Context: an optimization exercise on an open-source flow, tuned for small area, a short achievable clock period and few clock cycles per item. The choices shown serve that exercise and are no tape-out recipe. No functional check of the RTL was part of any run shown here. Power is estimated from default activity; no workload was simulated.

File: flow/run.sh
#!/bin/bash
# synth_recipe.tcl (not shown) runs the flow's synth.tcl, then flattens the netlist and writes it again
# the make line also repeats each setting of config.mk as NAME=value (left out here)
make -C /OpenROAD-flow-scripts/flow DESIGN_CONFIG=/design/flow/config.mk WORK_HOME=/design/flow/orfs CLKGATE_MAP_FILE= SYNTH_SCRIPT=/design/flow/synth_recipe.tcl finish
File: flow/constraint.sdc
create_clock -name core_clock -period 10.0 [get_ports {clk}]
set_input_delay 2.0000 -clock core_clock [delete_from_list [all_inputs] [get_ports {clk}]]
set_output_delay 2.0000 -clock core_clock [all_outputs]
set_load 0.01 [all_outputs]
File: flow/config.mk
export PLATFORM = sky130hd
export DESIGN_NAME = vesc_fext
export DESIGN_NICKNAME = vesc_fext
export VERILOG_FILES = /design/flow/design.v
export SDC_FILE = /design/flow/constraint.sdc
export NUM_CORES = 4
export LEC_CHECK = 0
export CAP_MARGIN = 20
export CORE_MARGIN = 2
export CORE_UTILIZATION = 40
export SLEW_MARGIN = 20
File: flow/design.v
module vesc_fext (
    input  wire       clk,
    input  wire       rst,
    input  wire       in_valid,
    input  wire [7:0] in_data,
    input  wire       in_last,
    output wire       in_ready,
    output wire       out_valid,
    output wire [7:0] out_data,
    output wire       out_last,
    output wire       out_found,
    output wire [6:0] out_len,
    input  wire       out_ready
);
    localparam Q = 3'd4;    
    function [15:0] crc_step;
        input [15:0] c;
        input [7:0]  b;
        reg   [15:0] t;
        begin
            t = {c[7:0], c[15:8]};
            t = t ^ {8'h00, b};
            t = t ^ {12'h000, t[7:4]};
            t = t ^ {t[3:0], 12'h000};
            t = t ^ {3'b000, t[7:0], 5'b00000};
            crc_step = t;
        end
    endfunction
    reg  [1023:0] ring;
    reg  [6:0]    T;
    wire [7:0]    r127 = ring[1023:1016];
    wire [7:0]    r126 = ring[1015:1008];
    wire [7:0]    tap  = ring[1007:1000];
    reg        iv;           
    reg        iw;           
    reg        ie;           
    reg        il;           
    reg [7:0]  id;
    always @(posedge clk)
        ring <= {ring[1015:0], iw ? id : r127};
    reg        in_ready_r;
    reg        inbuf;        
    reg [6:0]  nb;           
    reg        big_acc;      
    reg [6:0]  wnext;        
    reg [2:0]  owed;         
    reg        ovf;          
    reg        rs;           
    reg [3:0]  ef, eF;       
    reg [6:0]  eL [0:3];
    reg [6:0]  ep [0:3];
    reg [1:0]  hd, tl;
    reg [2:0]  fcnt;
    reg [6:0]  rdo;          
    reg [6:0]  left;         
    reg        ov;
    reg        dv;           
    reg        dbig, dovf;
    reg        bf;           
    reg [6:0]  bL, bp;
    wire       rescan = dv & dovf & ~bf & ~dbig;
    wire       push   = dv & ~rescan;
    wire       pfound = bf & ~dbig;
    wire       pF     = pfound & (bL != 7'd0);
    wire [1:0] h1 = hd + 2'd1, h2 = hd + 2'd2, h3 = hd + 2'd3;
    wire       hv    = (fcnt != 3'd0);
    wire       F0    = hv & eF[hd];
    wire       F1    = (fcnt > 3'd1) & eF[h1];
    wire       F2    = (fcnt > 3'd2) & eF[h2];
    wire       F3    = (fcnt > 3'd3) & eF[h3];
    wire       avail = hv & (~F0 | (T == rdo));
    wire       lastb = ~F0 | (left == 7'd0);
    wire       ld    = ~ov | out_ready;
    wire       take  = ld & avail;
    wire       pop   = take & lastb;
    wire       cap   = take & F0;
    wire [3:0] m;
    assign m[0] = (ep[0] == T);
    assign m[1] = (ep[1] == T);
    assign m[2] = (ep[2] == T);
    assign m[3] = (ep[3] == T);
    wire       busyT = F0 ? (rdo == T) : F1 ? m[h1] : F2 ? m[h2] : F3 & m[h3];
    wire       sfree = ~busyT | cap;
    wire xfer   = in_valid & in_ready_r;
    wire start  = xfer & ~inbuf;
    wire [2:0] owed_n = owed + {2'b00, start} - {2'b00, pop};
    wire al     = (T == wnext);
    wire newok  = ~ovf & ~rs & ((owed_n == 3'd0) | ((owed_n < Q) & sfree));
    wire rdy_x  = in_last ? (newok & (~big_acc | al | (owed_n == 3'd0)))
                          : (big_acc | (nb == 7'd127) | sfree);
    wire rdy_nx = big_acc ? 1'b1 :
                  inbuf   ? (al & sfree) :
                  (~ovf & ~rs & ((owed_n == 3'd0) | ((owed_n < Q) & al & sfree)));
    wire rdy_n  = xfer ? rdy_x : rdy_nx;
    reg        rsw;          
    reg        rsf;          
    reg [6:0]  rs_start;     
    reg [6:0]  rs_last;      
    wire       rs_go   = rsw & (T == rs_start);
    wire       feed    = rs_go | rsf;
    wire       feedend = (T == rs_last);
    always @(posedge clk) begin
        id <= rs ? r126 : in_data;
        il <= rs ? feedend : in_last;
        if (rst) begin
            in_ready_r <= 1'b0;
            iv      <= 1'b0;
            iw      <= 1'b0;
            ie      <= 1'b0;
            inbuf   <= 1'b0;
            nb      <= 7'd0;
            big_acc <= 1'b0;
            wnext   <= 7'd0;
            owed    <= 3'd0;
            rsf     <= 1'b0;
            rsw     <= 1'b0;
        end else begin
            in_ready_r <= rdy_n;
            iv      <= rs ? feed : (xfer & ~big_acc);
            iw      <= xfer & ~big_acc;
            ie      <= xfer & in_last;
            owed    <= owed_n;
            if (xfer) begin
                inbuf   <= ~in_last;
                big_acc <= ~in_last & (big_acc | (nb == 7'd127));
                nb      <= in_last ? 7'd0 : nb + {6'd0, ~big_acc};
            end
            if (xfer & ~big_acc)
                wnext <= T;
            rsf <= feed & ~feedend;
            rsw <= (rsw & ~rs_go) | rescan;
        end
    end
    reg [6:0]  pos;          
    reg [7:0]  rem;          
    reg        d1_03, d2_03, d1_00;
    reg [6:0]  ovf_pos;      
    reg [7:0]  ovf_rem;
    reg [6:0]  ovf_term;     
    reg        bz0, bz1;     
    reg [15:0] crc0, crc1;
    reg [6:0]  cnt0, cnt1;
    reg [6:0]  L0, L1;
    reg [6:0]  p0s, p1s;     
    reg        o;            
    wire       ev    = iv;
    wire [7:0] eb    = id;
    wire       eend  = rs ? (iv & il) : ie;
    wire       bign  = ie & ~iw;    
    wire t0 = bz0 & (cnt0 == 7'd0);
    wire t1 = bz1 & (cnt1 == 7'd0);
    wire is03 = (eb == 8'h03);
    wire pa0 = ev & t0 & is03 & (crc0 == 16'd0) & ((L0 != 7'd0) | ~il);
    wire pa1 = ev & t1 & is03 & (crc1 == 16'd0) & ((L1 != 7'd0) | ~il);
    wire w1  = pa1 & ~(pa0 & o);              
    wire pany = pa0 | pa1;
    wire cand  = ev & d2_03 & d1_00 & ~rem[7] & ({1'b0, eb} <= {1'b0, rem});
    wire aok   = cand & ~bf & ~ovf;
    wire fr0   = ~bz0 | t0;
    wire fr1   = ~bz1 | t1;
    wire al0   = aok & fr0;
    wire al1   = aok & ~fr0 & fr1;
    wire alx   = aok & ~fr0 & ~fr1;
    wire [6:0] Tm1 = T - 7'd1;
    always @(posedge clk) begin
        if (ev) begin
            if (bz0 & ~t0) begin crc0 <= crc_step(crc0, eb); cnt0 <= cnt0 - 7'd1; end
            if (bz1 & ~t1) begin crc1 <= crc_step(crc1, eb); cnt1 <= cnt1 - 7'd1; end
            if (al0) begin crc0 <= 16'd0; cnt0 <= eb[6:0] + 7'd2; L0 <= eb[6:0]; p0s <= Tm1; end
            if (al1) begin crc1 <= 16'd0; cnt1 <= eb[6:0] + 7'd2; L1 <= eb[6:0]; p1s <= Tm1; end
            if (pany) begin bL <= w1 ? L1 : L0; bp <= w1 ? p1s : p0s; end
            if (alx) begin
                ovf_pos  <= pos - 7'd2;
                ovf_rem  <= rem + 8'd2;
                ovf_term <= pos + 7'd3;
                rs_start <= T - 7'd3;
            end
        end
        if (eend & ~rs)
            rs_last <= Tm1;
        if (rst) begin
            pos <= 7'd0; rem <= 8'd124;
            d1_03 <= 1'b0; d2_03 <= 1'b0; d1_00 <= 1'b0;
            ovf <= 1'b0; rs <= 1'b0;
            bz0 <= 1'b0; bz1 <= 1'b0; o <= 1'b0; bf <= 1'b0;
            dv <= 1'b0; dbig <= 1'b0; dovf <= 1'b0;
        end else begin
            dv <= eend;
            if (eend) begin
                dbig <= bign;
                dovf <= ovf & (ovf_term <= pos);
            end
            if (eend) begin
                pos <= 7'd0; rem <= 8'd124;
                d1_03 <= 1'b0; d2_03 <= 1'b0; d1_00 <= 1'b0;
                bz0 <= 1'b0; bz1 <= 1'b0;
                if (pany) bf <= 1'b1;
            end else begin
                if (ev) begin
                    pos   <= pos + 7'd1;
                    rem   <= rem - 8'd1;
                    d1_03 <= is03;
                    d2_03 <= d1_03;
                    d1_00 <= (eb == 8'h00);
                    if (pany) bf <= 1'b1;
                    if (alx & ~pany) ovf <= 1'b1;
                    if (al0 & ~pany) bz0 <= 1'b1;
                    else if (t0 | (pa1 & ~o)) bz0 <= 1'b0;
                    if (al1 & ~pany) bz1 <= 1'b1;
                    else if (t1 | (pa0 & o)) bz1 <= 1'b0;
                    if (al0) o <= 1'b0;
                    if (al1) o <= 1'b1;
                end
            end
            if (dv) begin
                bf  <= 1'b0;
                ovf <= 1'b0;
                rs  <= rescan;
                if (rescan) begin
                    pos <= ovf_pos;
                    rem <= ovf_rem;
                end
            end
        end
    end
    reg [7:0] od;
    reg       olast, ofound;
    reg [6:0] olen;
    wire [6:0] pL = pfound ? bL : 7'd0;
    always @(posedge clk) begin
        if (push) begin
            ef[tl] <= pfound;
            eF[tl] <= pF;
            eL[tl] <= pL;
            ep[tl] <= bp;
        end
        if (ld) begin
            od     <= F0 ? tap : 8'h00;
            olast  <= lastb;
            ofound <= ef[hd];
            olen   <= eL[hd];
        end
        if (pop) begin
            if (fcnt > 3'd1) begin rdo <= ep[h1]; left <= eL[h1] - 7'd1; end
            else             begin rdo <= bp;     left <= pL - 7'd1;     end
        end else if (cap) begin
            rdo  <= rdo + 7'd1;
            left <= left - 7'd1;
        end else if (push & ~hv) begin
            rdo  <= bp;
            left <= pL - 7'd1;
        end
        if (rst) begin
            hd <= 2'd0; tl <= 2'd0; fcnt <= 3'd0; ov <= 1'b0;
            T <= 7'd0;
        end else begin
            T <= T + 7'd1;
            if (push) tl <= tl + 2'd1;
            if (pop)  hd <= hd + 2'd1;
            fcnt <= fcnt + {2'b00, push} - {2'b00, pop};
            if (ld) ov <= avail;
        end
    end
    assign in_ready  = in_ready_r;
    assign out_valid = ov;
    assign out_data  = od;
    assign out_last  = olast;
    assign out_found = ofound;
    assign out_len   = olen;
endmodule
==> results of run 1 <==
## logic make-up after synthesis
kind of cell | after synthesis
fa+ha+maj | 49
xor+xnor | 184
flops | 1319
simple gates | 369
buf+inv | 117
compound gates | 129
mux | 74
## report_power, final
group | internal [W] | switching [W]
Clock | 0.00263 | 0.00191
Combinational | 0.000241 | 0.000322
Sequential | 0.00555 | 0.0000775
Total | 0.00842 | 0.00231
## critical path, delay by kind of cell
family,cells,cell delay [ns]
AOI/OAI and AO/OA,3,0.49
adders and majority gates,3,0.76
buffers and inverters,4,0.87
xor gates and xnor gates,2,0.36
and+or+nand+nor,4,1.32
## layout by cell type, fill, tap and decap left out, drive strengths merged, types with 20 or more instances in the layout
cell type / Yosys / final
mux2: 34 / 34
clkdlybuf4s50: 0 / 30
nor2: 107 / 107
clkbuf: 28 / 166
dfxtp: 1100 / 1100
ha: 47 / 47
mux4: 25 / 25
xor2: 73 / 73
a21oi: 43 / 43
xnor2: 111 / 111
nand2: 76 / 76
nor3: 29 / 29
inv: 61 / 65
edfxtp: 219 / 219
o21ai: 23 / 23
nor4: 20 / 20
clkinv: 1 / 37
nand3: 33 / 33
## synthesized netlist by cell type (16+ instances only)
master	number
xnor2_1	111
clkbuf_1	28
xor2_1	73
dfxtp_1	1100
nor2_1	106
mux2_2	24
inv_1	61
ha_1	47
nor3_1	29
and3_1	18
o21ai_0	23
nor4_1	19
nand3_1	31
nand2b_1	18
a21oi_1	43
nand4_1	16
mux4_2	25
nand2_1	76
edfxtp_1	219
## metrics by stage
stage / hold slack (ns) / total power, W / util [%] / instances / setup WS [ns]
6_report: 0.2779 / 0.01073 / 47.02 / 3604 / 4.729
5_1_grt: 0.2777 / 0.01116 / 47.02 / 3604 / 4.415
3_3_place_gp: 0.3103 / 0.006284 / 42.31 / 3383 / 4.164
2_1_floorplan: 0.3096 / 0.006125 / - / 2241 / 5.123
3_5_place_dp: 0.3121 / 0.006303 / 42.32 / 3383 / 4.067
4_1_cts: 0.2754 / 0.01087 / 47.02 / 3604 / 4.733
## final cells by class
class,instances,area [sq um]
sequential,1319,28600
tap,1155,1445
multi-input combinational,805,6105
fill,7356,46030
clock inverter,55,685.7
timing repair buffer,42,387.9
clock buffer,166,3405
inverter,62,232.7
## worst min-delay path by stage
| stage | depth (start not counted) | slack, ns | start | endpoint |
|---|---|---|---|---|
| after floorplan | 0 | 0.31 | ring[992]$_DFF_P_ | ring[1000]$_DFF_P_ |
| after global placement | 0 | 0.31 | ring[972]$_DFF_P_ | ring[980]$_DFF_P_ |
| after detailed placement | 0 | 0.31 | ring[132]$_DFF_P_ | ring[140]$_DFF_P_ |
| after CTS | 0 | 0.28 | ring[274]$_DFF_P_ | ring[282]$_DFF_P_ |
| after global routing | 0 | 0.28 | ring[274]$_DFF_P_ | ring[282]$_DFF_P_ |
| final | 0 | 0.28 | ring[859]$_DFF_P_ | ring[867]$_DFF_P_ |
## registers in the layout, summed over array words and instances, names as in the netlist, 8 cells and up
signal   count
rem          8
ep          28
crc0        16
crc1        16
id           8
od           8
ovf_rem      8
eL          28
ring      1024
## per-layer routing
metal	vias up	part of all wire, %	wire length (um)	GRT usage (%)
li1	7740	-	-	-
met1	7596	50	26040	16.78
met2	299	42	22030	17.46
met3	113	5.2	2735	2.662
met4	0	2.8	1490	4.667
met5	-	0	0	0
==> impl_metrics.env, run 1 <==
export IMPL_crit_top_cell="inv_1"
export IMPL_gp_congestion=0.7974
export IMPL_synthCells=2241
export IMPL_synth_nets=2303
export IMPL_wl_mm=52.30
export IMPL_grt_pass1_wl_mm=85.68
export IMPL_vias=15748
export IMPL_diodes=0
export IMPL_reg2reg_from="T[3]$_SDFF_PP0_"
export IMPL_critPathRequiredTime_ns=10.55
export IMPL_r2r_worst_path_cells=16
export IMPL_synth_top_area_share_pct=62.63
export IMPL_crit_path_end_kind="register"
export IMPL_dp_hpwl_mm=31.43
export IMPL_clock_skew_ns=0.04948
export IMPL_crit_start="out_ready"
export IMPL_cts_max_level=3
export IMPL_die_x_um=300.5
export IMPL_grt_start_max_net_pins=57
export IMPL_boundaryPins=32
export IMPL_cp_arrival_ns=5.83
export IMPL_crit_chain="clkdlybuf4s50_1 -> nand2b_1 -> and2_0 -> nand3_2 -> inv_1 -> ha_1 -> inv_1 -> ha_1 -> inv_1 -> fa_1 -> xor2_1 -> xnor2_1 -> nand2_1 -> o22ai_1 -> a211oi_1 -> a211oi_1"
export IMPL_area_growth_pct=16.20
export IMPL_ys_seq_area_share_pct=81.33
export IMPL_synth_simple_gate_area_share_pct=5.284
export IMPL_wire_per_inst_um=14.51
export IMPL_cts_buffer_depth=3
export IMPL_async_flop_share_pct=0
export IMPL_firstDrtPassIters=5
export IMPL_cp_max_fo=19
export IMPL_clkLatencyLatePin_ns=0.69
export IMPL_synthDistinctLibCells=65
export IMPL_syn_area_per_cell_sq_um=15.69
export IMPL_power_per_cell_area_nw_per_um2=262.6
export IMPL_synth_top_family_by_area="simple AND/OR/NAND/NOR gates"
export IMPL_io_buffers=31
export IMPL_cts_hold_buf=0
export IMPL_synth_warning_count=1
export IMPL_place_area_sq_um=36770
export IMPL_synth_seq_cells=1319
export IMPL_synthAdderAreaFrac_pct=1.786
export IMPL_core_area_sq_um=86890
export IMPL_maxSlewViolCount=0
export IMPL_first_iter_violations=924
export IMPL_min_period_over_period_pct=52.71
export IMPL_finalSetupViolCount=0
export IMPL_drive_gt1_share_pct=11.51
export IMPL_fmax_mhz=189.7
export IMPL_tightest_slew_ns=0.9406
export IMPL_route_detailed_drc=0
export IMPL_synth_edf_count=219
export IMPL_grt_setup_unrepaired="no"
export IMPL_maxCapViolCount=0
export IMPL_slew_headroom_pct=37.21
export IMPL_cts_sinks=1319
export IMPL_synth_mux_area_share_pct=3.224
export IMPL_ys_top_cells_by_area="dfxtp_1 63%, edfxtp_1 19%, xnor2_1 2.8%"
export IMPL_synth_ff_type="dfxtp_1"
export IMPL_critPathCapture="in_ready_r$_SDFF_PP0_"
export IMPL_synth_top_area_cell="dfxtp_1"
export IMPL_worstReg2RegEnd="in_ready_r$_SDFF_PP0_"
export IMPL_synth_compound_area_share_pct=2.406
export IMPL_cts_resized=0
export IMPL_final_area_sq_um=40860
export IMPL_path_clk_slew_ns=0.07
export IMPL_cts_buffers=117
export IMPL_cpMaxStageDelayCell="nand2b_1"
export IMPL_cts_tree="yes"
export IMPL_final_nets=2409
export IMPL_ant_nets=0
export IMPL_synth_area_sq_um=35160
export IMPL_status="timing/DRC/antenna clean"
export IMPL_antenna_found_initial=8
export IMPL_rows=108
export IMPL_cpPeakStageDelay_ns=0.60
export IMPL_fin_crit_ns=5.271
export IMPL_final_hold_viol_count=0
export IMPL_vias_per_cell=4.370
export IMPL_grt_overflow=0
export IMPL_peakVddDrop_mv=0.1773
export IMPL_reg2reg_slack_ns=5.40
export IMPL_fin_setup_tns_ns=0
export IMPL_start_kind="primary input"
export IMPL_hold_class="register to register"
export IMPL_grt_usage_pct=11.79
export IMPL_cts_root_buf="clkbuf_16"
export IMPL_p_leak_nw=15.43
export IMPL_die_h_um=300.5
export IMPL_crit_type="primary input to register"
export IMPL_start_util_pct=40.47
export IMPL_grt_pass1_vias=16233
export IMPL_die_area_sq_um=90290
export IMPL_post_cts_buffers=0
export IMPL_synthXorXnorAreaFrac_pct=4.583
==> inputs of run 2 (changes only) <==
--- a/flow/config.mk
+++ b/flow/config.mk
@@ -7,5 +7,7 @@
 export LEC_CHECK = 0
 export CAP_MARGIN = 20
 export CORE_MARGIN = 2
-export CORE_UTILIZATION = 40
+export CORE_UTILIZATION = 65
+export CTS_BUF_LIST = sky130_fd_sc_hd__clkbuf_8 sky130_fd_sc_hd__clkbuf_4
+export CTS_CLUSTER_SIZE = 25
 export SLEW_MARGIN = 20
==> run 2 against run 1 <==
  * Synthesized cell count did not move
  * Clock power fell by 6.8%
  * Sequential cell count did not move
  * Worst setup slack improved by 0.14 ns
  * Clock skew fell by 0.018 ns
  * Highest routed layer unchanged
==> impl_metrics.env, run 2 <==
export IMPL_synth_nets=2303
export IMPL_fillers=3300
export IMPL_synthDistinctLibCells=65
export IMPL_ys_top_cells_by_area="dfxtp_1 63%, edfxtp_1 19%, xnor2_1 2.8%"
export IMPL_ant_nets=0
export IMPL_die_x_um=236.6
export IMPL_hold_path_endpoint="ring[732]$_DFF_P_"
export IMPL_grt_overflow=0
export IMPL_vias=16090
export IMPL_cts_hold_buf=0
export IMPL_start_util_pct=65.60
export IMPL_dp_hpwl_mm=30.58
export IMPL_min_path_cells=0
export IMPL_grt_start_max_net_pins=57
export IMPL_cp_arrival_ns=5.82
export IMPL_r2r_worst_path_cells=15
export IMPL_p_clk_share_pct=40.6
export IMPL_min_from="ring[724]$_DFF_P_"
export IMPL_drive_gt1_share_pct=16.02
export IMPL_path_clk_slew_ns=0.06
export IMPL_finalPower_w=0.01041
export IMPL_reg2reg_from="T[0]$_SDFF_PP0_"
export IMPL_route_detailed_drc=0
export IMPL_fin_setup_tns_ns=0
export IMPL_cts_resized=0
export IMPL_cts_tree="yes"
export IMPL_grt_pass1_wl_mm=87.16
export IMPL_crit_type="primary input to register"
export IMPL_p_leak_nw=15.51
export IMPL_grt_usage_pct=19.80
export IMPL_post_cts_buffers=0
export IMPL_power_per_cell_area_nw_per_um2=259.6
export IMPL_utilization_pct=74.84
export IMPL_critPathRequiredTime_ns=10.69
export IMPL_yosysMostFrequentCell="dfxtp_1"
export IMPL_synth_common_cells="1100 x dfxtp_1, 219 x edfxtp_1, 111 x xnor2_1"
export IMPL_cts_buffers=183
export IMPL_finalSetupViolCount=0
export IMPL_cts_max_level=4
export IMPL_reg_top3="ring (1024), eL (28), ep (28)"
export IMPL_crit_path_end_kind="register"
export IMPL_vias_per_cell=4.951
export IMPL_start_kind="primary input"
export IMPL_core_area_sq_um=53600
export IMPL_hold_class="register to register"
export IMPL_first_iter_violations=684
export IMPL_maxSlewViolCount=0
export IMPL_cts_root_buf="clkbuf_8"
export IMPL_crit_chain="clkdlybuf4s50_1 -> nand2b_1 -> and2_0 -> nand3_2 -> inv_1 -> ha_1 -> inv_1 -> ha_1 -> inv_1 -> fa_1 -> xor2_1 -> xnor2_1 -> nand2_1 -> o22ai_1 -> a211oi_1 -> a211oi_1"
export IMPL_p_sw_w=0.002267
export IMPL_cp_max_fo=19
export IMPL_synth_top_area_cell="dfxtp_1"
export IMPL_min_period_over_period_pct=51.32
export IMPL_final_nets=2477
export IMPL_tightest_slew_ns=1.037
export IMPL_firstDrtPassIters=5
export IMPL_cpMaxStageDelayCell="nand2b_1"
export IMPL_clkLatencyLatePin_ns=0.80
export IMPL_die_area_sq_um=55970
export IMPL_rows=85
export IMPL_die_h_um=236.6
export IMPL_peakVddDrop_mv=0.2172
export IMPL_clock_skew_ns=0.03178
export IMPL_async_flop_share_pct=0
export IMPL_wl_mm=52.57
export IMPL_synth_edf_count=219
export IMPL_synth_warning_count=1
export IMPL_final_hold_viol_count=0
export IMPL_status="timing/DRC/antenna clean"
export IMPL_worst_path_dominant_cell_family="simple AND/OR/NAND/NOR gates"
export IMPL_syn_area_per_cell_sq_um=15.69
export IMPL_final_common_cell="dfxtp_1"
export IMPL_cts_sinks=1319
export IMPL_antenna_found_initial=1
export IMPL_sequentialPowerShare_pct=54.0
export IMPL_grt_setup_unrepaired="no"
export IMPL_gp_congestion=0.8105
export IMPL_synth_ff_type="dfxtp_1"
export IMPL_top_register="ring"
export IMPL_maxCapViolCount=0
export IMPL_fmax_mhz=194.9
export IMPL_cpPeakStageDelay_ns=0.66
export IMPL_synth_top_area_share_pct=62.63
export IMPL_synth_area_sq_um=35160
export IMPL_synth_seq_cells=1319
export IMPL_area_growth_pct=14.09
export IMPL_io_buffers=31
export IMPL_ys_seq_area_share_pct=81.33
export IMPL_slew_headroom_pct=30.33
export IMPL_fin_crit_ns=5.132
export IMPL_p_int_w=0.008145
export IMPL_grt_pass1_vias=16761
export IMPL_sw_frac_of_total_pct=21.78
export IMPL_largest_reg_flops=1024
export IMPL_final_cell_mix="1100 x dfxtp_1, 224 x clkbuf_8, 219 x edfxtp_1"
export IMPL_synthCells=2241
export IMPL_reg2reg_slack_ns=5.53
export IMPL_wire_per_inst_um=16.18
export IMPL_crit_top_cell="inv_1"
export IMPL_boundaryPins=32
export IMPL_cp_buffers_inverters=4
export IMPL_comb_power_share_pct=5.4
export IMPL_worstReg2RegEnd="in_ready_r$_SDFF_PP0_"
export IMPL_cts_buffer_depth=3
==> run 2: cell counts after synthesis <==
No cell type changed its count.
==> run 2: layout make-up <==
class,count,area (sq um),area share [%]
timing repair buffer,44,402.9,1.004
antenna,1,2.502,0.006238
clock buffer,288,3563,8.883
tap,696,870.8,2.171
sequential,1319,28600,71.29
multi-input combinational,805,6101,15.21
inverter,62,232.7,0.5801
clock inverter,35,345.3,0.8608
==> run 2: power by group through the flow <==
stage / clock network (W) / logic [W] / registers (W)
after detailed placement: 0 / 0.000561 / 0.00574
after floorplan: 0 / 0.000409 / 0.00572
after global placement: 0 / 0.000548 / 0.00574
after CTS: 0.00435 / 0.000564 / 0.00563
final: 0.00423 / 0.000558 / 0.00563
after global routing: 0.00459 / 0.000625 / 0.00564
==> run 2: worst max path at each step <==
stage	end	slack (ns)	cells after the start	from
2_1_floorplan	in_ready_r$_SDFF_PP0_	5.12	15	out_ready
3_3_place_gp	in_ready_r$_SDFF_PP0_	4.21	16	out_ready
3_5_place_dp	in_ready_r$_SDFF_PP0_	4.02	16	out_ready
4_1_cts	in_ready_r$_SDFF_PP0_	4.89	16	out_ready
5_1_grt	in_ready_r$_SDFF_PP0_	4.54	16	out_ready
6_report	in_ready_r$_SDFF_PP0_	4.87	16	out_ready
==> run 2: cells by family after synthesis <==
group / after synthesis / synth area share, %
simple gates: 369 / 5.284
fa+ha+maj: 49 / 1.786
compound gates: 129 / 2.406
buf+inv: 117 / 1.384
flops: 1319 / 81.33
xor+xnor: 184 / 4.583
mux: 74 / 3.224
==> run 2: per-layer routing <==
layer / track usage (%) / wire, um / vias to the layer above
li1: - / - / 7902
met1: 27.27 / 25130 / 7816
met2: 30.02 / 24130 / 266
met3: 5.526 / 2034 / 106
met4: 7.998 / 1277 / 0
met5: 0 / 0 / -
==> run 2: metrics by stage <==
stage               instance area (sq um)  hold WS, ns  worst slack (ns)  cells
finish                              40120       0.3068             4.868   3250
global route                        40120       0.3194             4.542   3250
CTS                                 40110       0.3026             4.888   3249
detailed placement                  36200       0.3121             4.021   2926
global placement                    36200       0.3095             4.206   2926
floorplan                           35160       0.3096             5.123   2241
==> run 2: worst reg2reg max path: stages (launching register included) <==
cell	delay, ns
dfxtp_1	0.93
xor2_1	0.20
o41ai_1	0.82
nand3_2	0.30
inv_1	0.28
ha_1	0.27
inv_1	0.05
ha_1	0.13
inv_1	0.05
fa_1	0.37
xor2_1	0.16
xnor2_1	0.21
nand2_1	0.12
o22ai_1	0.19
a211oi_1	0.07
a211oi_1	0.23
==> inputs of run 3 (changes only) <==
--- a/flow/design.v
+++ b/flow/design.v
@@ -53,6 +53,10 @@
     reg [2:0]  fcnt;
     reg [6:0]  rdo;          
     reg [6:0]  left;         
+    reg        hF;           
+    reg        lz;           
+    reg        mt;           
+    reg [3:0]  mr;           
     reg        ov;
     reg        dv;           
     reg        dbig, dovf;
@@ -64,33 +68,46 @@
     wire       pF     = pfound & (bL != 7'd0);
     wire [1:0] h1 = hd + 2'd1, h2 = hd + 2'd2, h3 = hd + 2'd3;
     wire       hv    = (fcnt != 3'd0);
-    wire       F0    = hv & eF[hd];
+    wire       F0    = hv & hF;
     wire       F1    = (fcnt > 3'd1) & eF[h1];
     wire       F2    = (fcnt > 3'd2) & eF[h2];
     wire       F3    = (fcnt > 3'd3) & eF[h3];
-    wire       avail = hv & (~F0 | (T == rdo));
-    wire       lastb = ~F0 | (left == 7'd0);
+    wire       avail = hv & (~hF | mt);
+    wire       lastb = ~hF | lz;
     wire       ld    = ~ov | out_ready;
     wire       take  = ld & avail;
     wire       pop   = take & lastb;
     wire       cap   = take & F0;
-    wire [3:0] m;
-    assign m[0] = (ep[0] == T);
-    assign m[1] = (ep[1] == T);
-    assign m[2] = (ep[2] == T);
-    assign m[3] = (ep[3] == T);
-    wire       busyT = F0 ? (rdo == T) : F1 ? m[h1] : F2 ? m[h2] : F3 & m[h3];
+    wire       busyT = F0 ? mt : F1 ? mr[h1] : F2 ? mr[h2] : F3 & mr[h3];
     wire       sfree = ~busyT | cap;
+    reg  [6:0] T1;
+    wire [3:0] cE;
+    assign cE[0] = (ep[0] == T1);
+    assign cE[1] = (ep[1] == T1);
+    assign cE[2] = (ep[2] == T1);
+    assign cE[3] = (ep[3] == T1);
+    wire       cB = (bp == T1);
+    wire       cR = (rdo == T1);
     wire xfer   = in_valid & in_ready_r;
     wire start  = xfer & ~inbuf;
     wire [2:0] owed_n = owed + {2'b00, start} - {2'b00, pop};
-    wire al     = (T == wnext);
-    wire newok  = ~ovf & ~rs & ((owed_n == 3'd0) | ((owed_n < Q) & sfree));
-    wire rdy_x  = in_last ? (newok & (~big_acc | al | (owed_n == 3'd0)))
+    wire o0 = (owed == 3'd0), o1 = (owed == 3'd1), o3 = (owed < 3'd3), o4 = ~owed[2];
+    wire z_ns  = pop ? o1 : o0;
+    wire lt_ns = pop | o4;
+    wire lt_s  = pop ? o4 : o3;
+    reg  [6:0] jd;           
+    wire al     = (jd == 7'd0);
+    wire [6:0] O  = F0 ? rdo : F1 ? ep[h1] : F2 ? ep[h2] : ep[h3];
+    wire [6:0] dX = jd;
+    wire [6:0] dO = O - wnext;
+    wire jok    = ~(F0 | F1 | F2 | F3) | (dX < dO);
+    wire z_x    = ~inbuf ? 1'b0 : z_ns;
+    wire lt_x   = ~inbuf ? lt_s : lt_ns;
+    wire rdy_x  = in_last ? (~ovf & ~rs & (z_x | (lt_x & sfree & (~big_acc | jok))))
                           : (big_acc | (nb == 7'd127) | sfree);
     wire rdy_nx = big_acc ? 1'b1 :
                   inbuf   ? (al & sfree) :
-                  (~ovf & ~rs & ((owed_n == 3'd0) | ((owed_n < Q) & al & sfree)));
+                  (~ovf & ~rs & (z_ns | (lt_ns & jok & sfree)));
     wire rdy_n  = xfer ? rdy_x : rdy_nx;
     reg        rsw;          
     reg        rsf;          
@@ -111,6 +128,7 @@
             nb      <= 7'd0;
             big_acc <= 1'b0;
             wnext   <= 7'd0;
+            jd      <= 7'd0;
             owed    <= 3'd0;
             rsf     <= 1'b0;
             rsw     <= 1'b0;
@@ -125,8 +143,11 @@
                 big_acc <= ~in_last & (big_acc | (nb == 7'd127));
                 nb      <= in_last ? 7'd0 : nb + {6'd0, ~big_acc};
             end
-            if (xfer & ~big_acc)
+            if (xfer & ~big_acc) begin
                 wnext <= T;
+                jd    <= 7'd1;
+            end else
+                jd    <= jd + 7'd1;
             rsf <= feed & ~feedend;
             rsw <= (rsw & ~rs_go) | rescan;
         end
@@ -241,20 +262,34 @@
             olen   <= eL[hd];
         end
         if (pop) begin
-            if (fcnt > 3'd1) begin rdo <= ep[h1]; left <= eL[h1] - 7'd1; end
-            else             begin rdo <= bp;     left <= pL - 7'd1;     end
+            if (fcnt > 3'd1) begin
+                rdo <= ep[h1]; left <= eL[h1] - 7'd1;
+                hF <= eF[h1]; lz <= (eL[h1] == 7'd1); mt <= cE[h1];
+            end else begin
+                rdo <= bp; left <= pL - 7'd1;
+                hF <= pF; lz <= (pL == 7'd1); mt <= cB;
+            end
         end else if (cap) begin
             rdo  <= rdo + 7'd1;
             left <= left - 7'd1;
+            lz   <= (left == 7'd1);
         end else if (push & ~hv) begin
             rdo  <= bp;
             left <= pL - 7'd1;
-        end
+            hF <= pF; lz <= (pL == 7'd1); mt <= cB;
+        end else
+            mt <= cR;
+        mr[0] <= (push & (tl == 2'd0)) ? cB : cE[0];
+        mr[1] <= (push & (tl == 2'd1)) ? cB : cE[1];
+        mr[2] <= (push & (tl == 2'd2)) ? cB : cE[2];
+        mr[3] <= (push & (tl == 2'd3)) ? cB : cE[3];
         if (rst) begin
             hd <= 2'd0; tl <= 2'd0; fcnt <= 3'd0; ov <= 1'b0;
             T <= 7'd0;
+            T1 <= 7'd1;
         end else begin
             T <= T + 7'd1;
+            T1 <= T1 + 7'd1;
             if (push) tl <= tl + 2'd1;
             if (pop)  hd <= hd + 2'd1;
             fcnt <= fcnt + {2'b00, push} - {2'b00, pop};
--- a/flow/config.mk
+++ b/flow/config.mk
@@ -7,7 +7,5 @@
 export LEC_CHECK = 0
 export CAP_MARGIN = 20
 export CORE_MARGIN = 2
-export CORE_UTILIZATION = 65
-export CTS_BUF_LIST = sky130_fd_sc_hd__clkbuf_8 sky130_fd_sc_hd__clkbuf_4
-export CTS_CLUSTER_SIZE = 25
+export CORE_UTILIZATION = 40
 export SLEW_MARGIN = 20
==> run 3 against run 2 <==
  * Final area increased by 6.1%
  * Combinational power increased by 74%
  * Synthesized cell count increased by 9.8%
  * Area after synthesis increased by 4.6%
  * Register-to-register slack got worse by 1.5 ns
  * Sequential power increased by 3%
  * First-iteration DRC count increased by 51%
  * Count of clock-buffer cells in the layout decreased by 117
  * Non-clock buffer count decreased by 3
  * Critical path type is now register to register
  * Critical endpoint unchanged
  * Largest power group unchanged
==> impl_metrics.env, run 3 <==
export IMPL_status="timing/DRC/antenna clean"
export IMPL_grt_pass1_wl_mm=96.05
export IMPL_synth_top_area_cell="dfxtp_1"
export IMPL_cpPeakStageDelay_ns=1.01
export IMPL_start_util_pct=40.26
export IMPL_path_clk_slew_ns=0.06
export IMPL_p_leak_nw=16.08
export IMPL_utilization_pct=46.56
export IMPL_final_nets=2641
export IMPL_maxCapViolCount=0
export IMPL_crit_type="register to register"
export IMPL_peakVddDrop_mv=0.1618
export IMPL_fin_setup_tns_ns=0
export IMPL_route_detailed_drc=0
export IMPL_die_h_um=307.3
export IMPL_min_path_cells=0
export IMPL_diodes=0
export IMPL_cp_buffers_inverters=0
export IMPL_clkLatencyLatePin_ns=0.68
export IMPL_largest_reg_flops=1024
export IMPL_start_kind="register"
export IMPL_grt_usage_pct=12.64
export IMPL_cts_resized=0
export IMPL_cts_max_level=3
export IMPL_die_x_um=307.3
export IMPL_area_growth_pct=15.64
export IMPL_final_common_cell="dfxtp_1"
export IMPL_cts_sinks=1340
export IMPL_async_flop_share_pct=0
export IMPL_final_hold_viol_count=0
export IMPL_cts_hold_buf=0
export IMPL_core_area_sq_um=91390
export IMPL_boundaryPins=32
export IMPL_hold_class="register to register"
export IMPL_cts_tree="yes"
export IMPL_cpMaxStageDelayCell="dfxtp_1"
export IMPL_rows=111
export IMPL_p_int_w=0.008848
export IMPL_synth_top_area_share_pct=60.84
export IMPL_tightest_slew_ns=1.053
export IMPL_io_buffers=31
export IMPL_reg2reg_from="hd[1]$_SDFFE_PP0P_"
export IMPL_vias_per_cell=4.502
export IMPL_p_sw_w=0.002601
export IMPL_crit_chain="mux4_2 -> nor3b_4 -> nor2_4 -> a221oi_1 -> o22ai_1 -> nor2_1 -> a21oi_1 -> ha_1 -> fa_1 -> nor2b_1 -> o21ai_0 -> nand2b_1 -> a21o_1 -> a21oi_1 -> xor2_1 -> xnor2_1 -> ha_1 -> o2111ai_1 -> a21oi_1 -> a211oi_1 -> a21o_1 -> a32o_1 -> a31oi_1 -> a31oi_1"
export IMPL_crit_path_end_kind="register"
export IMPL_clock_skew_ns=0.04685
export IMPL_critPathRequiredTime_ns=10.54
export IMPL_grt_overflow=0
export IMPL_hold_ws_ns=0.3120
export IMPL_die_area_sq_um=94410
export IMPL_reg2reg_slack_ns=4.07
export IMPL_synth_edf_count=222
export IMPL_wl_mm=58.65
export IMPL_p_clk_share_pct=40.8
export IMPL_hold_path_endpoint="ring[32]$_DFF_P_"
export IMPL_min_period_over_period_pct=59.27
export IMPL_r2r_worst_path_cells=24
export IMPL_first_iter_violations=1034
export IMPL_post_cts_buffers=0
export IMPL_sw_frac_of_total_pct=22.72
export IMPL_cp_max_fo=24
export IMPL_synthDistinctLibCells=71
export IMPL_reg_top3="ring (1024), eL (28), ep (28)"
export IMPL_fin_crit_ns=5.927
export IMPL_syn_area_per_cell_sq_um=14.95
export IMPL_comb_power_share_pct=8.5
export IMPL_wire_per_inst_um=15.25
export IMPL_drive_gt1_share_pct=9.774
export IMPL_worstReg2RegEnd="in_ready_r$_SDFF_PP0_"
export IMPL_ant_nets=0
export IMPL_final_cell_mix="1117 x dfxtp_1, 222 x edfxtp_1, 146 x nor2_1"
export IMPL_dp_hpwl_mm=36.90
export IMPL_grt_start_max_net_pins=53
export IMPL_ys_seq_area_share_pct=78.96
export IMPL_fmax_mhz=168.7
export IMPL_synth_nets=2543
export IMPL_maxSlewViolCount=0
export IMPL_min_from="ring[24]$_DFF_P_"
export IMPL_synth_common_cells="1118 x dfxtp_1, 222 x edfxtp_1, 147 x nor2_1"
export IMPL_power_per_cell_area_nw_per_um2=269.1
export IMPL_firstDrtPassIters=4
export IMPL_slew_headroom_pct=29.68
export IMPL_ys_top_cells_by_area="dfxtp_1 61%, edfxtp_1 18%, xnor2_1 2.9%"
export IMPL_synth_warning_count=1
export IMPL_cts_root_buf="clkbuf_16"
export IMPL_vias=17315
export IMPL_synth_area_sq_um=36790
export IMPL_fillers=7822
export IMPL_worst_path_dominant_cell_family="compound AO/OA/AOI/OAI gates"
export IMPL_grt_pass1_vias=17718
export IMPL_grt_setup_unrepaired="no"
export IMPL_sequentialPowerShare_pct=50.8
export IMPL_yosysMostFrequentCell="dfxtp_1"
export IMPL_synth_ff_type="dfxtp_1"
export IMPL_cts_buffers=119
export IMPL_gp_congestion=0.8195
export IMPL_cts_buffer_depth=3
export IMPL_synthCells=2461
export IMPL_synth_seq_cells=1340
export IMPL_finalSetupViolCount=0
export IMPL_top_register="ring"
export IMPL_crit_top_cell="a21oi_1"
export IMPL_antenna_found_initial=6
export IMPL_cp_arrival_ns=6.47
-- run 3: changes by cell type in the layout (fill, tap and decap cells not counted), moves of 15 or more --
cell / change
clkbuf_8: -208
clkbuf_16: +120
clkbuf_4: -64
nor2_1: +40
clkbuf_1: +35
nand2_1: +22
ha_1: +19
dfxtp_1: +17
o21ai_1: +15
-- run 3: per-layer routing --
metal | part of all wire, % | global-route usage (%)
met1 | 50 | 18.43
met2 | 42 | 18.32
met3 | 5.0 | 2.663
met4 | 3.1 | 4.969
met5 | 0.073 | 0
-- run 3: stage by stage --
| step | setup WS, ns | total power (W) | cells | area (sq um) |
|---|---|---|---|---|
| finish | 4.073 | 0.01145 | 3846 | 42540 |
| global route | 3.471 | 0.01194 | 3846 | 42540 |
| CTS | 3.999 | 0.01159 | 3845 | 42540 |
| detailed placement | 4.013 | 0.006900 | 3623 | 38380 |
| global placement | 4.138 | 0.006868 | 3623 | 38380 |
| floorplan | 5.441 | 0.006622 | 2461 | 36790 |
-- run 3: power groups by stage --
| stage | Clock (W) | Sequential (W) | Combinational, W |
|---|---|---|---|
| after floorplan | 0 | 0.00587 | 0.000748 |
| after global placement | 0 | 0.00593 | 0.000943 |
| after detailed placement | 0 | 0.00593 | 0.000971 |
| after CTS | 0.00480 | 0.00582 | 0.000975 |
| after global routing | 0.00502 | 0.00583 | 0.00109 |
| final | 0.00467 | 0.00581 | 0.000969 |
-- run 3: area by class of cell --
type                       count  area, sq um  area share (%)
inverter                      78        292.8          0.6882
clock buffer                 171         3354           7.885
sequential                  1340        29050           68.28
tap                         1186         1484           3.488
clock inverter                51        804.5           1.891
multi-input combinational    979         7179           16.87
timing repair buffer          41        380.4          0.8940
-- run 3: worst max path at each step --
| stage | cells after the start | to | start |
|---|---|---|---|
| 3_3_place_gp | 24 | in_ready_r$_SDFF_PP0_ | hd[1]$_SDFFE_PP0P_ |
| 5_1_grt | 24 | in_ready_r$_SDFF_PP0_ | hd[1]$_SDFFE_PP0P_ |
| 2_1_floorplan | 27 | in_ready_r$_SDFF_PP0_ | fcnt[1]$_SDFF_PP0_ |
| 4_1_cts | 24 | in_ready_r$_SDFF_PP0_ | hd[1]$_SDFFE_PP0P_ |
| 3_5_place_dp | 24 | in_ready_r$_SDFF_PP0_ | hd[1]$_SDFFE_PP0P_ |
| 6_report | 24 | in_ready_r$_SDFF_PP0_ | hd[1]$_SDFFE_PP0P_ |
-- run 3: cell families (layout without fill, tap and decap cells) --
family	count (synthesis)	in the layout	synth area share [%]
DFF	1340	1340	78.96
and+or+nand+nor	446	446	5.870
xor gates and xnor gates	199	199	4.738
AOI/OAI and AO/OA	186	186	3.262
buffers and inverters	142	341	1.581
muxes	79	79	3.183
adders and majority gates	69	69	2.408
==> inputs of run 4 (changes only) <==
--- a/flow/config.mk
+++ b/flow/config.mk
@@ -7,5 +7,5 @@
 export LEC_CHECK = 0
 export CAP_MARGIN = 20
 export CORE_MARGIN = 2
-export CORE_UTILIZATION = 40
+export CORE_UTILIZATION = 65
 export SLEW_MARGIN = 20
==> run 4 against run 3 <==
  * Critical path depth up 1
  * Global-route usage up 11 points
  * Largest cell class unchanged
  * Count of clock-buffer cells in the layout down 8
  * Total power about the same
  * Clock skew up 0.010 ns
  * Sequential share of layout area up 1.0 points
  * Sequential power about the same
  * Register-to-register slack about the same
==> impl_metrics.env, run 4 <==
export IMPL_final_cell_mix="1117 x dfxtp_1, 222 x edfxtp_1, 146 x nor2_1"
export IMPL_diodes=0
export IMPL_tightest_slew_ns=1.075
export IMPL_multi_input_area_sq_um=7188
export IMPL_synth_simple_gate_area_share_pct=5.870
export IMPL_route_detailed_drc=0
export IMPL_r2r_worst_path_cells=25
export IMPL_min_from="ring[140]$_DFF_P_"
export IMPL_ys_top_cells_by_area="dfxtp_1 61%, edfxtp_1 18%, xnor2_1 2.9%"
export IMPL_wl_mm=67.92
export IMPL_min_period_over_period_pct=59.24
export IMPL_fin_crit_ns=5.924
export IMPL_synth_edf_count=222
export IMPL_comb_power_share_pct=8.6
export IMPL_utilization_pct=74.60
export IMPL_synthDistinctLibCells=71
export IMPL_gp_congestion=0.8750
export IMPL_dp_cells=3193
export IMPL_cts_resized=0
export IMPL_seqCellArea_sq_um=29050
export IMPL_cp_max_fo=45
export IMPL_final_common_cell="dfxtp_1"
export IMPL_cts_root_buf="clkbuf_16"
export IMPL_rows=87
export IMPL_cts_hold_buf=0
export IMPL_synth_mux_area_share_pct=3.183
export IMPL_synth_ff_type="dfxtp_1"
export IMPL_hold_ws_ns=0.3001
export IMPL_reg_top3="ring (1024), eL (28), ep (28)"
export IMPL_status="timing/DRC/antenna clean"
export IMPL_core_area_sq_um=56170
export IMPL_clock_skew_ns=0.05725
export IMPL_crit_top_cell="a21oi_1"
export IMPL_grt_setup_unrepaired="no"
export IMPL_p_clk_share_pct=40.6
export IMPL_reg2reg_from="hd[0]$_SDFFE_PP0P_"
export IMPL_maxSlewViolCount=0
export IMPL_ant_nets=0
export IMPL_hold_path_endpoint="ring[148]$_DFF_P_"
export IMPL_clkLatencyLatePin_ns=0.69
export IMPL_final_nets=2635
export IMPL_cpMaxStageDelayCell="nor3b_4"
export IMPL_fin_setup_tns_ns=0
export IMPL_synth_warning_count=1
export IMPL_sequentialPowerShare_pct=50.8
export IMPL_syn_area_per_cell_sq_um=14.95
export IMPL_grt_usage_pct=23.90
export IMPL_async_flop_share_pct=0
export IMPL_synth_seq_cells=1340
export IMPL_synthAdderAreaFrac_pct=2.408
export IMPL_p_int_w=0.008738
export IMPL_synthCells=2461
export IMPL_grt_pass1_vias=18820
export IMPL_min_path_cells=0
export IMPL_firstDrtPassIters=5
export IMPL_vias=17822
export IMPL_finalSetupViolCount=0
export IMPL_slew_headroom_pct=27.92
export IMPL_post_cts_buffers=0
export IMPL_synth_common_cells="1118 x dfxtp_1, 222 x edfxtp_1, 147 x nor2_1"
export IMPL_synth_nets=2543
export IMPL_start_util_pct=65.50
export IMPL_cts_buffer_depth=3
export IMPL_p_sw_w=0.002709
export IMPL_crit_type="register to register"
export IMPL_power_per_cell_area_nw_per_um2=273.2
export IMPL_area_growth_pct=13.90
export IMPL_path_clk_slew_ns=0.07
export IMPL_cts_buffers=114
export IMPL_ys_seq_area_share_pct=78.96
export IMPL_peakVddDrop_mv=0.2334
export IMPL_finalPower_w=0.01145
export IMPL_fmax_mhz=168.8
export IMPL_crit_start="hd[0]$_SDFFE_PP0P_"
export IMPL_synth_area_sq_um=36790
export IMPL_yosysMostFrequentCell="dfxtp_1"
export IMPL_cp_arrival_ns=6.42
export IMPL_die_area_sq_um=58520
export IMPL_drive_gt1_share_pct=10.20
export IMPL_cts_max_level=3
export IMPL_worstReg2RegEnd="in_ready_r$_SDFF_PP0_"
export IMPL_die_h_um=241.9
export IMPL_p_leak_nw=16.08
export IMPL_synth_top_area_cell="dfxtp_1"
export IMPL_hold_class="register to register"
export IMPL_synth_top_area_share_pct=60.84
export IMPL_crit_path_end_kind="register"
export IMPL_synth_compound_area_share_pct=3.262
export IMPL_synthXorXnorAreaFrac_pct=4.738
export IMPL_cts_sinks=1340
export IMPL_cpPeakStageDelay_ns=0.77
export IMPL_wire_per_inst_um=19.95
export IMPL_vias_per_cell=5.236
export IMPL_antenna_found_initial=0
export IMPL_io_buffers=31
export IMPL_start_kind="register"
export IMPL_maxCapViolCount=0
export IMPL_die_x_um=241.9
export IMPL_critPathRequiredTime_ns=10.49
export IMPL_grt_start_max_net_pins=53
export IMPL_grt_pass1_wl_mm=108.7
export IMPL_dp_hpwl_mm=35.77
export IMPL_synth_top_family_by_area="simple AND/OR/NAND/NOR gates"
export IMPL_final_cells=3404
export IMPL_sw_frac_of_total_pct=23.66
export IMPL_boundaryPins=32
export IMPL_final_hold_viol_count=0
export IMPL_grt_overflow=0
export IMPL_top_register="ring"
export IMPL_cts_tree="yes"
export IMPL_reg2reg_slack_ns=4.08
export IMPL_fillers=3331
export IMPL_largest_reg_flops=1024
export IMPL_first_iter_violations=1156
## run 4: cell count changes in the layout (fill, tap and decap cells not counted), sizes merged
cell	delta
clkbuf	-8
bufinv	-6
inv	+7
buf	-1
clkinv	+4
clkinvlp	-8
## run 4: layout make-up
type,count,area share [%]
clock buffers,163,8.107
clock inverters,48,1.565
inverters,78,0.6987
multi-input cells,979,17.15
flip-flops and latches,1340,69.33
well taps,756,2.257
repair buffers,40,0.8898
## run 4: metal layers
metal / up-vias / GRT usage [%] / wire length [um]
met3: 118 / 4.453 / 3361
met2: 478 / 39.28 / 32730
met1: 8741 / 33.05 / 30320
li1: 8485 / - / -
met5: - / 0 / 0
met4: 0 / 6.373 / 1509
## run 4: cells by family (layout without fill, tap and decap cells)
group,count (synthesis),in the layout
xor gates and xnor gates,199,199
and+or+nand+nor,446,446
adders and majority gates,69,69
DFF,1340,1340
AOI/OAI and AO/OA,186,186
buffers and inverters,142,329
muxes,79,79
## run 4: per-stage QoR
step / cell area (sq um) / setup slack (ns)
floorplan: 36790 / 5.441
global placement: 37840 / 4.241
detailed placement: 37840 / 4.168
CTS: 41890 / 4.124
global route: 41900 / 3.594
finish: 41900 / 4.076
## run 4: power by group through the flow
stage / logic [W] / clock network [W] / registers [W]
floorplan: 0.000748 / 0 / 0.00587
global placement: 0.000951 / 0 / 0.00591
detailed placement: 0.000973 / 0 / 0.00592
CTS: 0.000985 / 0.00473 / 0.00581
global route: 0.00110 / 0.00492 / 0.00583
finish: 0.000985 / 0.00465 / 0.00581
## run 4: worst max path at each step
| stage | to | slack, ns | cells past startpoint |
|---|---|---|---|
| finish | in_ready_r$_SDFF_PP0_ | 4.08 | 25 |
| global route | in_ready_r$_SDFF_PP0_ | 3.59 | 25 |
| CTS | in_ready_r$_SDFF_PP0_ | 4.12 | 25 |
| detailed placement | in_ready_r$_SDFF_PP0_ | 4.17 | 25 |
| global placement | in_ready_r$_SDFF_PP0_ | 4.24 | 25 |
| floorplan | in_ready_r$_SDFF_PP0_ | 5.44 | 27 |
## run 4: worst max-delay path: cells and delay by family, from the launching register on
kind,cells,cell delay [ns]
fa+ha+maj,3,0.95
compound gates,13,1.84
flops,1,0.31
xor+xnor,2,0.29
simple gates,5,1.36
buf+inv,1,0.62
mux,1,0.37

==> re-timing with driven ports <==
In the flow no input, the clock included, has a driving cell. The finished layouts below were timed again as built, in two steps. Step 1, drivers: a clkbuf_16 drives clk and a buf_2 each remaining input, both assumed. Step 2 adds t to the input delays and takes it off the output delays; t is the mean of the earliest and latest rising clock arrival at the registers after step 1. Input paths then give back, and output paths get back, about the clock's delay inside the block. Slacks: ideal / step 1 / step 2; pairs: ideal / step 1.
run	t (ns)	slack for setup (ns)	clock arrival spread, ns
run 1	0.732	4.729 / 4.766 / 4.033	0.061 / 0.061
run 2	0.840	4.868 / 4.898 / 4.058	0.032 / 0.032
run 3	0.726	4.073 / 4.073 / 4.073	0.053 / 0.053
run 4	0.726	4.076 / 4.076 / 4.076	0.062 / 0.061
After both steps every run listed still meets setup and hold. The setup slack of run 2, which loses most, moves by +0.030 ns with the drivers and by -0.810 ns with both steps.
